This is an optimization exercise on Yosys and OpenROAD, whose aim is small area, a short achievable clock period and few clock cycles per item, not a production implementation. Only simulation tests tie the RTL to the original design; equivalence was not proved.

==> build 9 <==
// ssb_resampler
module ssb_resampler (
    input  wire        clk,
    input  wire        rst,
    input  wire        cmd_valid,
    input  wire [1:0]  cmd_op,
    input  wire [31:0] cmd_data,
    output wire        cmd_ready,
    output reg         out_valid,
    output reg  [15:0] out_sample,
    output reg  [20:0] out_step
);
    localparam [1:0] OP_NOP = 2'd0, OP_PUSH = 2'd1, OP_STEP = 2'd2, OP_SETRATE = 2'd3;
    reg        rst_q;           
    reg        rdy;
    reg        q_v;
    reg [1:0]  q_op;
    reg [31:0] q_data;
    assign cmd_ready = rdy;
    reg [5:0]    widx, ridx;
    reg [2047:0] ring;
    reg [20:0]   dq;            
    reg [6:0]    rem;
    reg [3:0]    div_cnt;
    reg [28:0]   acc;
    reg [15:0]   phase;
    reg [15:0]   corr_r;        
    reg          f_last;        
    reg [31:0]   hist0, hist1, hist2, hist3;
    reg [18:0]   c3l, c3r;      
    reg [19:0]   c2l, c2r;
    reg        p_v;
    reg [2:0]  p_cnt;
    reg [5:0]  p_addr;
    reg [1:0]  p_lo0, p_lo1, p_lo2, p_lo3;    
    reg [1:0]  p_inc;
    reg        p_bc;            
    reg        i_s1, i_s2, i_s3;    
    reg [15:0] i_t;
    reg [20:0] i_step;
    reg [16:0] i_c1l, i_c1r;
    reg [16:0] i_s0;            
    reg [20:0] w_l, w_r;        
    reg        c_pend;
    wire [20:0] base     = dq;
    wire        div_busy = (div_cnt != 4'd0);
    wire [5:0] fill   = widx - ridx;
    wire       i_free = !(i_s1 || i_s2);
    wire       xfer   = p_v && (p_cnt <= 3'd1) && i_free;    
    wire       p_free = !p_v || xfer;
    wire       p_rd   = p_v && (p_cnt != 3'd0);
    wire is_push = (q_op == OP_PUSH);
    wire is_step = (q_op == OP_STEP);
    wire is_rate = (q_op == OP_SETRATE);
    wire stall = (is_push && p_rd && (fill >= 6'd60)) ||
                 (is_step && (div_busy || !p_free || f_last)) ||
                 (is_rate && div_busy);
    wire exec    = q_v && !stall;
    wire do_push = exec && is_push;
  ...
export LEC_CHECK = 0
export CAP_MARGIN = 20
export CORE_MARGIN = 2
export CORE_UTILIZATION = 65
export CTS_CLUSTER_DIAMETER = 100
export CTS_CLUSTER_SIZE = 24
export PLACE_DENSITY = 0.74
export SLEW_MARGIN = 20
create_clock -name core_clock -period 40.0 [get_ports {clk}]
standard.sh (not shown) runs the stock make flow with config.mk's settings and CLKGATE_MAP_FILE= SYNTH_SCRIPT=/design/flow/synth_recipe.tcl, a recipe that flattens the netlist after the stock synthesis.
==> flow/flow/run.sh <==
#!/bin/bash
# The standard layout (standard.sh), with one change: the port buffers
# that buffer_ports inserts are buf_2 cells instead of the delay buffers
# (clkdlybuf4s50_1) it picks by default, which slowed every output path.
set -euo pipefail
export BUFFER_PORTS_ARGS="-buffer_cell sky130_fd_sc_hd__buf_2"
bash standard.sh > standard_flow.log 2>&1
==> build 49 (differences from build 9) <==
--- a/flow/design.v
+++ b/flow/design.v
@@ -74,17 +74,16 @@
     wire [17:0] rate_c = (q_data < 32'd8000)   ? 18'd8000 :
                          (q_data > 32'd192000) ? 18'd192000 : q_data[17:0];
     wire [9:0]  dx = {rem, dq[20:18]};
     wire [2:0]  dg = (dx >= 10'd875) ? 3'd7 : (dx >= 10'd750) ? 3'd6 :
                      (dx >= 10'd625) ? 3'd5 : (dx >= 10'd500) ? 3'd4 :
                      (dx >= 10'd375) ? 3'd3 : (dx >= 10'd250) ? 3'd2 :
                      (dx >= 10'd125) ? 3'd1 : 3'd0;
     wire [9:0]  dr = dx - dg * 10'd125;
-    wire [20:0] base_c = (div_cnt == 4'd1) ? {dq[17:0], dg} : dq;
     wire push_ok = do_push && (fill != 6'd63);      
     wire [28:0]  corr_x  = {{13{corr_r[15]}}, corr_r};
     wire [28:0]  acc_new = acc - {8'd0, acc[28:8]} + {8'd0, base} + corr_x;
     wire [29:0]  sum4    = {6'd0, phase, 8'd0} + {1'b0, acc} - {9'd0, acc[28:8]} + {9'd0, base} + {corr_x[28], corr_x};
     wire [5:0]   npop    = sum4[29:24];
     wire         big     = (npop > 6'd4);
     wire         n_le_f  = (npop <= fill);
     wire [2:0]   rpop    = big ? 3'd4 : npop[2:0];
@@ -98,23 +97,23 @@
     wire [5:0]   a0      = k0 ? ridx_m1 : bcast ? widx_m1 : big ? ridx_s : ridx;
     wire [5:0]   ridx_k  = n_le_f ? ridx_np : widx;
     wire [5:0]   f_m1    = fill - 6'd1;
     wire [5:0]   f_m1s   = fill + 6'd3 - npop;
     wire [1:0]   inc0    = (k0 || bcast) ? 2'd0 :
                            n_le_f ? (big ? 2'd3 : npop[1:0] - 2'd1) :
                            (big ? f_m1s[1:0] : f_m1[1:0]);
     wire [5:0]   fill_n  = push_ok ? (fill + 6'd1) : fill;    
-    wire [22:0]  m1 = {2'b00, base_c};
-    wire [22:0]  m2 = {1'b0, base_c, 1'b0};
+    wire [22:0]  m1 = {2'b00, base};
+    wire [22:0]  m2 = {1'b0, base, 1'b0};
     wire [22:0]  m3 = m1 + m2;
     wire [22:0]  m1d = m1 - 23'd1;
     wire [22:0]  m2d = m2 - 23'd1;
     wire [22:0]  m3d = m3 - 23'd1;
-    wire [13:0]  lim = base_c[20:7];
+    wire [13:0]  lim = base[20:7];
     wire [15:0]  corr_n =
         (fill_n >= 6'd36) ? {2'b00, lim} :
         (fill_n <= 6'd28) ? ~{2'b00, lim} + 16'd1 :
         (fill_n == 6'd35) ? {2'b00, m3[22:9]} :
         (fill_n == 6'd34) ? {2'b00, m2[22:9]} :
         (fill_n == 6'd33) ? {2'b00, m1[22:9]} :
         (fill_n == 6'd32) ? 16'd0 :
         (fill_n == 6'd31) ? ~{2'b00, m1d[22:9]} :
@@ -211,20 +210,22 @@
             i_s3      <= 1'b0;
             c_pend    <= 1'b0;
         end else begin
             if (push_ok)
                 widx <= widx + 6'd1;
             if (do_rate) begin
                 rem     <= rate_c[17:11];
                 dq      <= {rate_c[10:0], 10'd0};
-                div_cnt <= 4'd7;
+                div_cnt <= 4'd8;
             end else if (div_busy) begin
-                rem     <= dr[6:0];
-                dq      <= {dq[17:0], dg};
+                if (div_cnt != 4'd1) begin
+                    rem <= dr[6:0];
+                    dq  <= {dq[17:0], dg};
+                end
                 div_cnt <= div_cnt - 4'd1;
             end
             if (p_rd) begin
                 hist0 <= p_bc ? rd : hist1;
                 hist1 <= p_bc ? rd : hist2;
                 hist2 <= p_bc ? rd : hist3;
                 hist3 <= rd;
                 c3l   <= p_bc ? 19'd0 : n3l;
CORE_UTILIZATION = 72   (was 65)
PLACE_DENSITY = 0.8   (was 0.74)
==> notes.md <==
Die Ht=465 um; final WL=around 360000 um; CTS Buf Count=131; Slew HR=21.5%; Design Area, Final=0.147 sq mm; largest net degree at the start of global routing=130; min-delay src=i_step[19]$_DFFE_PP_; met1 usage=46.4%; Initial Utilization=between 60% and 70%; area grow syn2layout=6.26%; outcome=no timing/DRC/antenna violations
That was build 9.
==> notes.md <==
Design Area, Final=between 0.1 and 0.15 sq mm; Initial Utilization=72.6%; metal2 WL=195000 um; WHS Endpoint=out_step[17]$_DFFE_PP_; met1 usage=54.1%; Die Ht=between 400 and 500 um; Post-CTS Hold Buffers=0; clock-pin slew on the worst setup and hold paths=0.10 ns; outcome=no timing/DRC/antenna violations; Slew HR=12.8%; complex-gate fraction of the synthesized area=under 10%; post-route ant nets=0; final WL=between 400000 and 500000 um; CTS Buf Count=133; largest net degree at the start of global routing=231; Top FF cell, synth=edfxtp_1; area grow syn2layout=6.06%; CTS tree=built; Synth top area share=46.5%
That was build 49.
Testbench counts of build 9, summed over its fixed seeds: cycles 18,815, steps 3,200.
Testbench counts of build 49, summed over its fixed seeds: cycles 18,847, steps 3,200.


==> inputs of run a <==
==> flow/design.v <==
module ssb_resampler (
    input  wire        clk,
    input  wire        rst,
    input  wire        cmd_valid,
    input  wire [1:0]  cmd_op,
    input  wire [31:0] cmd_data,
    output wire        cmd_ready,
    output reg         out_valid,
    output reg  [15:0] out_sample,
    output reg  [20:0] out_step
);
    localparam [1:0] OP_NOP = 2'd0, OP_PUSH = 2'd1, OP_STEP = 2'd2, OP_SETRATE = 2'd3;
    reg        rst_q;           
    reg        rdy;
    reg        q_v;
    reg [1:0]  q_op;
    reg [31:0] q_data;
    assign cmd_ready = rdy;
    reg [5:0]    widx, ridx;
    reg [2047:0] ring;
    reg [21:0]   dq;            
    reg [6:0]    rem;
    reg [3:0]    div_cnt;
    reg [28:0]   acc;
    reg [15:0]   phase;
    reg [15:0]   corr_r;        
    reg          f_last;        
    reg [31:0]   hist0, hist1, hist2, hist3;
    reg [18:0]   c3l, c3r;      
    reg [19:0]   c2l, c2r;
    reg        p_v;
    reg [2:0]  p_cnt;
    reg [5:0]  p_addr;
    reg [1:0]  p_lo0, p_lo1, p_lo2, p_lo3;    
    reg [1:0]  p_inc;
    reg        i_s1, i_s2, i_s3;    
    reg [15:0] i_t;
    reg [20:0] i_step;
    reg [16:0] i_c1l, i_c1r;
    reg [15:0] i_p1l, i_p1r;
    reg [20:0] w_l, w_r;        
    reg        c_pend;
    wire [20:0] base     = dq[20:0];
    wire        div_busy = (div_cnt != 4'd0);
    wire [5:0] fill   = widx - ridx;
    wire       i_free = !(i_s1 || i_s2);
    wire       xfer   = p_v && (p_cnt <= 3'd1) && i_free;    
    wire       p_free = !p_v || xfer;
    wire       p_rd   = p_v && (p_cnt != 3'd0);
    wire is_push = (q_op == OP_PUSH);
    wire is_step = (q_op == OP_STEP);
    wire is_rate = (q_op == OP_SETRATE);
    wire stall = (is_push && p_rd && (fill >= 6'd60)) ||
                 (is_step && (div_busy || !p_free || f_last)) ||
                 (is_rate && div_busy);
    wire exec    = q_v && !stall;
    wire do_push = exec && is_push;
    wire do_step = exec && is_step;
    wire do_rate = exec && is_rate;
    wire q_free  = !q_v || exec;
    wire div_busy_n = (div_cnt > 4'd1) || do_rate;
    wire step_ok_n  = !div_busy_n && !do_step &&
                      (!p_v || xfer || ((p_cnt <= 3'd2) && !i_s1));
    wire push_ok_n  = !((do_step || (p_v && (p_cnt >= 3'd2))) && (fill >= 6'd59));
    wire rate_ok_n  = !div_busy_n;
    wire take       = rdy && cmd_valid;
    wire [1:0] op_n = take ? cmd_op : q_op;
    wire held_n     = take || !q_free;
    wire ok_n       = (op_n == OP_PUSH) ? push_ok_n :
                      (op_n == OP_STEP) ? step_ok_n :
                      (op_n == OP_SETRATE) ? rate_ok_n : 1'b1;
    wire rdy_n      = !held_n || ok_n;
    wire [17:0] rate_c = (q_data < 32'd8000)   ? 18'd8000 :
                         (q_data > 32'd192000) ? 18'd192000 : q_data[17:0];
    wire [8:0]  dx = {rem, dq[21:20]};
    wire [1:0]  dg = (dx >= 9'd375) ? 2'd3 : (dx >= 9'd250) ? 2'd2 :
                     (dx >= 9'd125) ? 2'd1 : 2'd0;
    wire [8:0]  dr = dx - dg * 9'd125;
    wire push_ok = do_push && ((widx + 6'd1) != ridx);
    wire [28:0]  corr_x  = {{13{corr_r[15]}}, corr_r};
    wire [28:0]  acc_new = acc - {8'd0, acc[28:8]} + {8'd0, base} + corr_x;
    wire [29:0]  sum4    = {6'd0, phase, 8'd0} + {1'b0, acc} - {9'd0, acc[28:8]} + {9'd0, base} + {corr_x[28], corr_x};
    wire [5:0]   npop    = sum4[29:24];
    wire [5:0]   kpop    = (npop < fill) ? npop : fill;
    wire         big     = (npop > 6'd4);
    wire [5:0]   spop    = big ? (npop - 6'd4) : 6'd0;
    wire [2:0]   rpop    = big ? 3'd4 : npop[2:0];
    wire         s_lt_k  = (spop < kpop);
    wire [5:0]   a0      = s_lt_k ? (ridx + spop) : (ridx + kpop - 6'd1);
    wire [5:0]   incw    = kpop - 6'd1 - spop;
    wire [1:0]   inc0    = s_lt_k ? incw[1:0] : 2'd0;
    wire [5:0]   widx_n  = push_ok ? (widx + 6'd1) : widx;
    wire [5:0]   fill_n  = widx_n - ridx;           
    wire [22:0]  m1 = {2'b00, base};
    wire [22:0]  m2 = {1'b0, base, 1'b0};
    wire [22:0]  m3 = m1 + m2;
    wire [22:0]  m1d = m1 - 23'd1;
    wire [22:0]  m2d = m2 - 23'd1;
    wire [22:0]  m3d = m3 - 23'd1;
    wire [13:0]  lim = base[20:7];
    wire [15:0]  corr_n =
        (fill_n >= 6'd36) ? {2'b00, lim} :
        (fill_n <= 6'd28) ? ~{2'b00, lim} + 16'd1 :
        (fill_n == 6'd35) ? {2'b00, m3[22:9]} :
        (fill_n == 6'd34) ? {2'b00, m2[22:9]} :
        (fill_n == 6'd33) ? {2'b00, m1[22:9]} :
        (fill_n == 6'd32) ? 16'd0 :
        (fill_n == 6'd31) ? ~{2'b00, m1d[22:9]} :
        (fill_n == 6'd30) ? ~{2'b00, m2d[22:9]} : ~{2'b00, m3d[22:9]};
    wire [31:0] rd;
    assign rd[7:0]   = ring[{p_addr[5:2], p_lo0, 5'd0} +: 8];
    assign rd[15:8]  = ring[{p_addr[5:2], p_lo1, 5'd8} +: 8];
    assign rd[23:16] = ring[{p_addr[5:2], p_lo2, 5'd16} +: 8];
    assign rd[31:24] = ring[{p_addr[5:2], p_lo3, 5'd24} +: 8];
    wire [15:0] b0l = {~hist0[31], hist0[30:16]}, b0r = {~hist0[15], hist0[14:0]};
    wire [15:0] b1l = {~hist1[31], hist1[30:16]}, b1r = {~hist1[15], hist1[14:0]};
    wire [15:0] b2l = {~hist2[31], hist2[30:16]}, b2r = {~hist2[15], hist2[14:0]};
    wire [15:0] b3l = {~hist3[31], hist3[30:16]}, b3r = {~hist3[15], hist3[14:0]};
    wire [15:0] bdl = {~rd[31], rd[30:16]},       bdr = {~rd[15], rd[14:0]};
    wire [18:0] n3l = 19'd3 * ({3'd0, b2l} - {3'd0, b3l}) + {3'd0, bdl} - {3'd0, b1l};
    wire [18:0] n3r = 19'd3 * ({3'd0, b2r} - {3'd0, b3r}) + {3'd0, bdr} - {3'd0, b1r};
    wire [19:0] n2l = 20'd2 * {4'd0, b1l} - 20'd5 * {4'd0, b2l} + 20'd4 * {4'd0, b3l} - {4'd0, bdl};
    wire [19:0] n2r = 20'd2 * {4'd0, b1r} - 20'd5 * {4'd0, b2r} + 20'd4 * {4'd0, b3r} - {4'd0, bdr};
    wire signed [20:0] ma_l = i_s1 ? $signed(c3l) : $signed(w_l);
    wire signed [20:0] ma_r = i_s1 ? $signed(c3r) : $signed(w_r);
    wire signed [20:0] ad_l = i_s1 ? $signed(c2l) :
                              i_s2 ? $signed(i_c1l) : $signed({i_p1l, 1'b0});
    wire signed [20:0] ad_r = i_s1 ? $signed(c2r) :
                              i_s2 ? $signed(i_c1r) : $signed({i_p1r, 1'b0});
    wire [20:0] mu_l = {~ma_l[20], ma_l[19:0]};
    wire [20:0] mu_r = {~ma_r[20], ma_r[19:0]};
    wire [37:0] pr_l = mu_l * i_t + {ad_l[20], ad_l, 16'd0} - {2'b00, i_t, 20'd0};
    wire [37:0] pr_r = mu_r * i_t + {ad_r[20], ad_r, 16'd0} - {2'b00, i_t, 20'd0};
    wire signed [21:0] mono_s = $signed(w_l) + $signed(w_r);
    wire signed [19:0] mono   = mono_s[21:2];
    wire [15:0] sample = (mono > 20'sd32767)  ? 16'h7fff :
                         (mono < -20'sd32768) ? 16'h8000 : mono[15:0];
    integer j;
    always @(posedge clk) begin
        for (j = 0; j < 64; j = j + 1)
            if (push_ok && widx == j)
                ring[j*32 +: 32] <= q_data;
        if (rst_q)
            ring[63*32 +: 32] <= 32'd0;
    end
    always @(posedge clk) begin
        if (q_free)
            q_data <= cmd_data;
        corr_r <= corr_n;
        if (xfer) begin
            i_t    <= phase;
            i_step <= acc[28:8];
        end
        if (i_s1) begin
            i_c1l <= {1'b0, b2l} - {1'b0, b0l};
            i_c1r <= {1'b0, b2r} - {1'b0, b0r};
            i_p1l <= hist1[31:16];
            i_p1r <= hist1[15:0];
        end
        if (i_s1 || i_s2 || i_s3) begin
            w_l <= pr_l[36:16];
            w_r <= pr_r[36:16];
        end
        if (i_s3)
            out_step <= i_step;
        if (c_pend)
            out_sample <= sample;
        rst_q <= rst;
        if (rst) begin
            rdy       <= 1'b0;
            q_v       <= 1'b0;
            out_valid <= 1'b0;
        end else if (rst_q) begin
            rdy       <= 1'b1;
            q_v       <= 1'b0;
            out_valid <= 1'b0;
        end else begin
            rdy <= rdy_n;
            if (take)
                q_v <= 1'b1;
            else if (exec)
                q_v <= 1'b0;
            out_valid <= c_pend;
        end
        if (take)
            q_op <= cmd_op;
        if (rst_q) begin
            widx      <= 6'd0;
            ridx      <= 6'd0;
            dq        <= 22'd393216;
            rem       <= 7'd0;
            div_cnt   <= 4'd0;
            acc       <= 29'h0600_0000;
            phase     <= 16'd0;
            f_last    <= 1'b0;
            hist0     <= 32'd0;
            hist1     <= 32'd0;
            hist2     <= 32'd0;
            hist3     <= 32'd0;
            c3l       <= 19'd0;
            c3r       <= 19'd0;
            c2l       <= 20'd0;
            c2r       <= 20'd0;
            p_v       <= 1'b0;
            i_s1      <= 1'b0;
            i_s2      <= 1'b0;
            i_s3      <= 1'b0;
            c_pend    <= 1'b0;
        end else begin
            if (push_ok)
                widx <= widx + 6'd1;
            if (do_rate) begin
                rem     <= {1'b0, rate_c[17:12]};
                dq      <= {rate_c[11:0], 10'd0};
                div_cnt <= 4'd12;
            end else if (div_busy) begin
                if (div_cnt != 4'd1) begin
                    rem <= dr[6:0];
                    dq  <= {dq[19:0], dg};
                end
                div_cnt <= div_cnt - 4'd1;
            end
            if (p_rd) begin
                hist0 <= hist1;
                hist1 <= hist2;
                hist2 <= hist3;
                hist3 <= rd;
                c3l   <= n3l;
                c3r   <= n3r;
                c2l   <= n2l;
                c2r   <= n2r;
            end
            if (p_rd) begin
                p_cnt <= p_cnt - 3'd1;
                if (p_inc != 2'd0) begin
                    p_addr <= p_addr + 6'd1;
                    p_lo0  <= p_lo0 + 2'd1;
                    p_lo1  <= p_lo1 + 2'd1;
                    p_lo2  <= p_lo2 + 2'd1;
                    p_lo3  <= p_lo3 + 2'd1;
                    p_inc  <= p_inc - 2'd1;
                end
            end
            f_last <= do_step;
            if (do_step) begin
                acc    <= acc_new;
                phase  <= sum4[23:8];
                ridx   <= ridx + kpop;
                p_v    <= 1'b1;
                p_cnt  <= rpop;
                p_addr <= a0;
                p_lo0  <= a0[1:0];
                p_lo1  <= a0[1:0];
                p_lo2  <= a0[1:0];
                p_lo3  <= a0[1:0];
                p_inc  <= inc0;
            end else if (xfer) begin
                p_v <= 1'b0;
            end
            i_s1      <= xfer;
            i_s2      <= i_s1;
            i_s3      <= i_s2;
            c_pend    <= i_s3;
        end
    end
endmodule
==> flow/flow/run.sh <==
#!/bin/bash
# The standard layout (standard.sh), with one change: the port buffers
# that buffer_ports inserts are buf_2 cells instead of the delay buffers
# (clkdlybuf4s50_1) it picks by default, which slowed every output path.
set -euo pipefail
export BUFFER_PORTS_ARGS="-buffer_cell sky130_fd_sc_hd__buf_2"
bash standard.sh > standard_flow.log 2>&1
==> flow/standard.sh <==
#!/bin/bash
# synth_recipe.tcl (not shown) runs the flow's synth.tcl, then flattens the netlist and writes it again
# the make line also repeats each setting of config.mk as NAME=value (left out here)
make -C /OpenROAD-flow-scripts/flow DESIGN_CONFIG=/design/flow/config.mk WORK_HOME=/design/flow/orfs CLKGATE_MAP_FILE= SYNTH_SCRIPT=/design/flow/synth_recipe.tcl "${@:-finish}"
==> flow/config.mk <==
export PLATFORM = sky130hd
export DESIGN_NAME = ssb_resampler
export DESIGN_NICKNAME = ssb_resampler
export VERILOG_FILES = /design/flow/design.v
export SDC_FILE = /design/flow/constraint.sdc
export NUM_CORES = 4
export LEC_CHECK = 0
export CAP_MARGIN = 20
export CORE_MARGIN = 2
export CORE_UTILIZATION = 40
export SLEW_MARGIN = 20
==> flow/constraint.sdc <==
create_clock -name core_clock -period 40.0 [get_ports {clk}]
set_input_delay 8.0000 -clock core_clock [delete_from_list [all_inputs] [get_ports {clk}]]
set_output_delay 8.0000 -clock core_clock [all_outputs]
set_load 0.01 [all_outputs]
==> inputs of run b, as changes to run a <==
--- a/flow/design.v
+++ b/flow/design.v
@@ -20,3 +20,3 @@
     reg [2047:0] ring;
-    reg [21:0]   dq;            
+    reg [20:0]   dq;            
     reg [6:0]    rem;
@@ -35,2 +35,3 @@
     reg [1:0]  p_inc;
+    reg        p_bc;            
     reg        i_s1, i_s2, i_s3;    
@@ -39,6 +40,6 @@
     reg [16:0] i_c1l, i_c1r;
-    reg [15:0] i_p1l, i_p1r;
+    reg [16:0] i_s0;            
     reg [20:0] w_l, w_r;        
     reg        c_pend;
-    wire [20:0] base     = dq[20:0];
+    wire [20:0] base     = dq;
     wire        div_busy = (div_cnt != 4'd0);
@@ -74,7 +75,9 @@
                          (q_data > 32'd192000) ? 18'd192000 : q_data[17:0];
-    wire [8:0]  dx = {rem, dq[21:20]};
-    wire [1:0]  dg = (dx >= 9'd375) ? 2'd3 : (dx >= 9'd250) ? 2'd2 :
-                     (dx >= 9'd125) ? 2'd1 : 2'd0;
-    wire [8:0]  dr = dx - dg * 9'd125;
-    wire push_ok = do_push && ((widx + 6'd1) != ridx);
+    wire [9:0]  dx = {rem, dq[20:18]};
+    wire [2:0]  dg = (dx >= 10'd875) ? 3'd7 : (dx >= 10'd750) ? 3'd6 :
+                     (dx >= 10'd625) ? 3'd5 : (dx >= 10'd500) ? 3'd4 :
+                     (dx >= 10'd375) ? 3'd3 : (dx >= 10'd250) ? 3'd2 :
+                     (dx >= 10'd125) ? 3'd1 : 3'd0;
+    wire [9:0]  dr = dx - dg * 10'd125;
+    wire push_ok = do_push && (fill != 6'd63);      
     wire [28:0]  corr_x  = {{13{corr_r[15]}}, corr_r};
@@ -83,12 +86,20 @@
     wire [5:0]   npop    = sum4[29:24];
-    wire [5:0]   kpop    = (npop < fill) ? npop : fill;
     wire         big     = (npop > 6'd4);
-    wire [5:0]   spop    = big ? (npop - 6'd4) : 6'd0;
+    wire         n_le_f  = (npop <= fill);
     wire [2:0]   rpop    = big ? 3'd4 : npop[2:0];
-    wire         s_lt_k  = (spop < kpop);
-    wire [5:0]   a0      = s_lt_k ? (ridx + spop) : (ridx + kpop - 6'd1);
-    wire [5:0]   incw    = kpop - 6'd1 - spop;
-    wire [1:0]   inc0    = s_lt_k ? incw[1:0] : 2'd0;
-    wire [5:0]   widx_n  = push_ok ? (widx + 6'd1) : widx;
-    wire [5:0]   fill_n  = widx_n - ridx;           
+    wire         bcast   = ({1'b0, npop} >= {1'b0, fill} + 7'd3);
+    wire         k0      = (npop == 6'd0) || (fill == 6'd0);
+    wire [5:0]   ridx_m1 = ridx - 6'd1;
+    wire [5:0]   widx_m1 = widx - 6'd1;
+    wire [5:0]   ridx_m4 = ridx - 6'd4;
+    wire [5:0]   ridx_np = ridx + npop;
+    wire [5:0]   ridx_s  = ridx_m4 + npop;
+    wire [5:0]   a0      = k0 ? ridx_m1 : bcast ? widx_m1 : big ? ridx_s : ridx;
+    wire [5:0]   ridx_k  = n_le_f ? ridx_np : widx;
+    wire [5:0]   f_m1    = fill - 6'd1;
+    wire [5:0]   f_m1s   = fill + 6'd3 - npop;
+    wire [1:0]   inc0    = (k0 || bcast) ? 2'd0 :
+                           n_le_f ? (big ? 2'd3 : npop[1:0] - 2'd1) :
+                           (big ? f_m1s[1:0] : f_m1[1:0]);
+    wire [5:0]   fill_n  = push_ok ? (fill + 6'd1) : fill;    
     wire [22:0]  m1 = {2'b00, base};
@@ -125,6 +136,4 @@
     wire signed [20:0] ma_r = i_s1 ? $signed(c3r) : $signed(w_r);
-    wire signed [20:0] ad_l = i_s1 ? $signed(c2l) :
-                              i_s2 ? $signed(i_c1l) : $signed({i_p1l, 1'b0});
-    wire signed [20:0] ad_r = i_s1 ? $signed(c2r) :
-                              i_s2 ? $signed(i_c1r) : $signed({i_p1r, 1'b0});
+    wire signed [20:0] ad_l = i_s1 ? $signed(c2l) : i_s2 ? $signed(i_c1l) : 21'sd0;
+    wire signed [20:0] ad_r = i_s1 ? $signed(c2r) : i_s2 ? $signed(i_c1r) : 21'sd0;
     wire [20:0] mu_l = {~ma_l[20], ma_l[19:0]};
@@ -133,3 +142,3 @@
     wire [37:0] pr_r = mu_r * i_t + {ad_r[20], ad_r, 16'd0} - {2'b00, i_t, 20'd0};
-    wire signed [21:0] mono_s = $signed(w_l) + $signed(w_r);
+    wire signed [21:0] mono_s = $signed(w_l) + $signed(w_r) + $signed({i_s0, 1'b0});
     wire signed [19:0] mono   = mono_s[21:2];
@@ -153,16 +162,11 @@
         end
-        if (i_s1) begin
-            i_c1l <= {1'b0, b2l} - {1'b0, b0l};
-            i_c1r <= {1'b0, b2r} - {1'b0, b0r};
-            i_p1l <= hist1[31:16];
-            i_p1r <= hist1[15:0];
-        end
-        if (i_s1 || i_s2 || i_s3) begin
-            w_l <= pr_l[36:16];
-            w_r <= pr_r[36:16];
-        end
+        i_c1l <= {1'b0, b2l} - {1'b0, b0l};
+        i_c1r <= {1'b0, b2r} - {1'b0, b0r};
+        if (i_s1)
+            i_s0 <= $signed(hist1[31:16]) + $signed(hist1[15:0]);
+        w_l <= pr_l[36:16];
+        w_r <= pr_r[36:16];
         if (i_s3)
             out_step <= i_step;
-        if (c_pend)
-            out_sample <= sample;
+        out_sample <= sample;       
         rst_q <= rst;
@@ -189,3 +193,3 @@
             ridx      <= 6'd0;
-            dq        <= 22'd393216;
+            dq        <= 21'd393216;
             rem       <= 7'd0;
@@ -212,5 +216,5 @@
             if (do_rate) begin
-                rem     <= {1'b0, rate_c[17:12]};
-                dq      <= {rate_c[11:0], 10'd0};
-                div_cnt <= 4'd12;
+                rem     <= rate_c[17:11];
+                dq      <= {rate_c[10:0], 10'd0};
+                div_cnt <= 4'd8;
             end else if (div_busy) begin
@@ -218,3 +222,3 @@
                     rem <= dr[6:0];
-                    dq  <= {dq[19:0], dg};
+                    dq  <= {dq[17:0], dg};
                 end
@@ -223,10 +227,10 @@
             if (p_rd) begin
-                hist0 <= hist1;
-                hist1 <= hist2;
-                hist2 <= hist3;
+                hist0 <= p_bc ? rd : hist1;
+                hist1 <= p_bc ? rd : hist2;
+                hist2 <= p_bc ? rd : hist3;
                 hist3 <= rd;
-                c3l   <= n3l;
-                c3r   <= n3r;
-                c2l   <= n2l;
-                c2r   <= n2r;
+                c3l   <= p_bc ? 19'd0 : n3l;
+                c3r   <= p_bc ? 19'd0 : n3r;
+                c2l   <= p_bc ? 20'd0 : n2l;
+                c2r   <= p_bc ? 20'd0 : n2r;
             end
@@ -247,5 +251,6 @@
                 phase  <= sum4[23:8];
-                ridx   <= ridx + kpop;
+                ridx   <= ridx_k;
                 p_v    <= 1'b1;
-                p_cnt  <= rpop;
+                p_cnt  <= bcast ? 3'd1 : rpop;
+                p_bc   <= bcast;
                 p_addr <= a0;
- CORE_UTILIZATION: 40 -> 55
- CTS_CLUSTER_DIAMETER: not set -> 100
- CTS_CLUSTER_SIZE: not set -> 24
- PLACE_DENSITY: not set -> 0.65
==> inputs of run c, as changes to run a <==
--- a/flow/design.v
+++ b/flow/design.v
@@ -20,3 +20,3 @@
     reg [2047:0] ring;
-    reg [21:0]   dq;            
+    reg [20:0]   dq;            
     reg [6:0]    rem;
@@ -25,3 +25,3 @@
     reg [15:0]   phase;
-    reg [15:0]   corr_r;        
+    reg [20:0]   tgt_r;         
     reg          f_last;        
@@ -35,2 +35,3 @@
     reg [1:0]  p_inc;
+    reg        p_bc;            
     reg        i_s1, i_s2, i_s3;    
@@ -42,3 +43,3 @@
     reg        c_pend;
-    wire [20:0] base     = dq[20:0];
+    wire [20:0] base     = dq;
     wire        div_busy = (div_cnt != 4'd0);
@@ -74,19 +75,29 @@
                          (q_data > 32'd192000) ? 18'd192000 : q_data[17:0];
-    wire [8:0]  dx = {rem, dq[21:20]};
-    wire [1:0]  dg = (dx >= 9'd375) ? 2'd3 : (dx >= 9'd250) ? 2'd2 :
-                     (dx >= 9'd125) ? 2'd1 : 2'd0;
-    wire [8:0]  dr = dx - dg * 9'd125;
+    wire [9:0]  dx = {rem, dq[20:18]};
+    wire [2:0]  dg = (dx >= 10'd875) ? 3'd7 : (dx >= 10'd750) ? 3'd6 :
+                     (dx >= 10'd625) ? 3'd5 : (dx >= 10'd500) ? 3'd4 :
+                     (dx >= 10'd375) ? 3'd3 : (dx >= 10'd250) ? 3'd2 :
+                     (dx >= 10'd125) ? 3'd1 : 3'd0;
+    wire [9:0]  dr = dx - dg * 10'd125;
     wire push_ok = do_push && ((widx + 6'd1) != ridx);
-    wire [28:0]  corr_x  = {{13{corr_r[15]}}, corr_r};
-    wire [28:0]  acc_new = acc - {8'd0, acc[28:8]} + {8'd0, base} + corr_x;
-    wire [29:0]  sum4    = {6'd0, phase, 8'd0} + {1'b0, acc} - {9'd0, acc[28:8]} + {9'd0, base} + {corr_x[28], corr_x};
+    wire [28:0]  acc_new = acc - {8'd0, acc[28:8]} + {8'd0, tgt_r};
+    wire [29:0]  sum4    = {6'd0, phase, 8'd0} + {1'b0, acc} - {9'd0, acc[28:8]} + {9'd0, tgt_r};
     wire [5:0]   npop    = sum4[29:24];
-    wire [5:0]   kpop    = (npop < fill) ? npop : fill;
     wire         big     = (npop > 6'd4);
-    wire [5:0]   spop    = big ? (npop - 6'd4) : 6'd0;
+    wire         n_le_f  = (npop <= fill);
     wire [2:0]   rpop    = big ? 3'd4 : npop[2:0];
-    wire         s_lt_k  = (spop < kpop);
-    wire [5:0]   a0      = s_lt_k ? (ridx + spop) : (ridx + kpop - 6'd1);
-    wire [5:0]   incw    = kpop - 6'd1 - spop;
-    wire [1:0]   inc0    = s_lt_k ? incw[1:0] : 2'd0;
+    wire         bcast   = ({1'b0, npop} >= {1'b0, fill} + 7'd3);
+    wire         k0      = (npop == 6'd0) || (fill == 6'd0);
+    wire [5:0]   ridx_m1 = ridx - 6'd1;
+    wire [5:0]   widx_m1 = widx - 6'd1;
+    wire [5:0]   ridx_m4 = ridx - 6'd4;
+    wire [5:0]   ridx_np = ridx + npop;
+    wire [5:0]   ridx_s  = ridx_m4 + npop;
+    wire [5:0]   a0      = k0 ? ridx_m1 : bcast ? widx_m1 : big ? ridx_s : ridx;
+    wire [5:0]   ridx_k  = n_le_f ? ridx_np : widx;
+    wire [5:0]   f_m1    = fill - 6'd1;
+    wire [5:0]   f_m1s   = fill + 6'd3 - npop;
+    wire [1:0]   inc0    = (k0 || bcast) ? 2'd0 :
+                           n_le_f ? (big ? 2'd3 : npop[1:0] - 2'd1) :
+                           (big ? f_m1s[1:0] : f_m1[1:0]);
     wire [5:0]   widx_n  = push_ok ? (widx + 6'd1) : widx;
@@ -109,2 +120,3 @@
         (fill_n == 6'd30) ? ~{2'b00, m2d[22:9]} : ~{2'b00, m3d[22:9]};
+    wire [20:0]  tgt_n = base + {{5{corr_n[15]}}, corr_n};
     wire [31:0] rd;
@@ -148,3 +160,3 @@
             q_data <= cmd_data;
-        corr_r <= corr_n;
+        tgt_r <= tgt_n;
         if (xfer) begin
@@ -159,10 +171,7 @@
         end
-        if (i_s1 || i_s2 || i_s3) begin
-            w_l <= pr_l[36:16];
-            w_r <= pr_r[36:16];
-        end
+        w_l <= pr_l[36:16];
+        w_r <= pr_r[36:16];
         if (i_s3)
             out_step <= i_step;
-        if (c_pend)
-            out_sample <= sample;
+        out_sample <= sample;       
         rst_q <= rst;
@@ -189,3 +198,3 @@
             ridx      <= 6'd0;
-            dq        <= 22'd393216;
+            dq        <= 21'd393216;
             rem       <= 7'd0;
@@ -212,5 +221,5 @@
             if (do_rate) begin
-                rem     <= {1'b0, rate_c[17:12]};
-                dq      <= {rate_c[11:0], 10'd0};
-                div_cnt <= 4'd12;
+                rem     <= rate_c[17:11];
+                dq      <= {rate_c[10:0], 10'd0};
+                div_cnt <= 4'd8;
             end else if (div_busy) begin
@@ -218,3 +227,3 @@
                     rem <= dr[6:0];
-                    dq  <= {dq[19:0], dg};
+                    dq  <= {dq[17:0], dg};
                 end
@@ -223,10 +232,10 @@
             if (p_rd) begin
-                hist0 <= hist1;
-                hist1 <= hist2;
-                hist2 <= hist3;
+                hist0 <= p_bc ? rd : hist1;
+                hist1 <= p_bc ? rd : hist2;
+                hist2 <= p_bc ? rd : hist3;
                 hist3 <= rd;
-                c3l   <= n3l;
-                c3r   <= n3r;
-                c2l   <= n2l;
-                c2r   <= n2r;
+                c3l   <= p_bc ? 19'd0 : n3l;
+                c3r   <= p_bc ? 19'd0 : n3r;
+                c2l   <= p_bc ? 20'd0 : n2l;
+                c2r   <= p_bc ? 20'd0 : n2r;
             end
@@ -247,5 +256,6 @@
                 phase  <= sum4[23:8];
-                ridx   <= ridx + kpop;
+                ridx   <= ridx_k;
                 p_v    <= 1'b1;
-                p_cnt  <= rpop;
+                p_cnt  <= bcast ? 3'd1 : rpop;
+                p_bc   <= bcast;
                 p_addr <= a0;
- CORE_UTILIZATION: 40 -> 55
- CTS_CLUSTER_DIAMETER: not set -> 100
- CTS_CLUSTER_SIZE: not set -> 24
- PLACE_DENSITY: not set -> 0.65
==> comparison <==
Via count: run b > run a > run c.
Register-to-register slack: run a > run c > run b.
Synthesized area, highest first: run b, run c, run a.
Sequential share of layout area: run c > run b > run a.
Testbench counts of run a, summed over its fixed seeds: cycles 19,173, steps 3,200.
Testbench counts of run b, summed over its fixed seeds: cycles 18,847, steps 3,200.
Testbench counts of run c, summed over its fixed seeds: cycles 18,847, steps 3,200.

-- static timing again, ports no longer ideal --
The flow's constraints put no driver on any port. The routed layouts listed below were extracted and timed again, unchanged, in two steps.
Step 1 sets driving cells, clkbuf_16 on the clock port and buf_2 on the other inputs (assumed; they add their load-dependent delay and slew).
Step 2 times the ports against the registers' clock, not the clock port: input delays grow and output delays shrink by t, the midpoint of the rising clock arrivals with the driver on.
Three values: no drivers, after step 1, after step 2; two values: the first two.
| run | shift t [ns] | setup WS [ns] | worst setup path after step 2 | cell pins on the clock port's net |
|---|---|---|---|---|
| build 9 | 0.923 | 30.669 / 30.567 / 30.461 | input to register | 1 |
| build 49 | 0.926 | 30.637 / 30.537 / 30.921 | input to register | 1 |
| run a | 0.976 | 30.560 / 30.460 / 30.952 | input to register | 1 |
| run b | 0.915 | 30.603 / 30.511 / 30.713 | input to register | 1 |
| run c | 0.901 | 30.681 / 30.586 / 30.610 | input to register | 1 |
After both steps setup and hold are still met in every run listed. For build 9, which loses most, drivers alone change the setup slack by -0.102 ns; drivers and shift together by -0.208 ns.
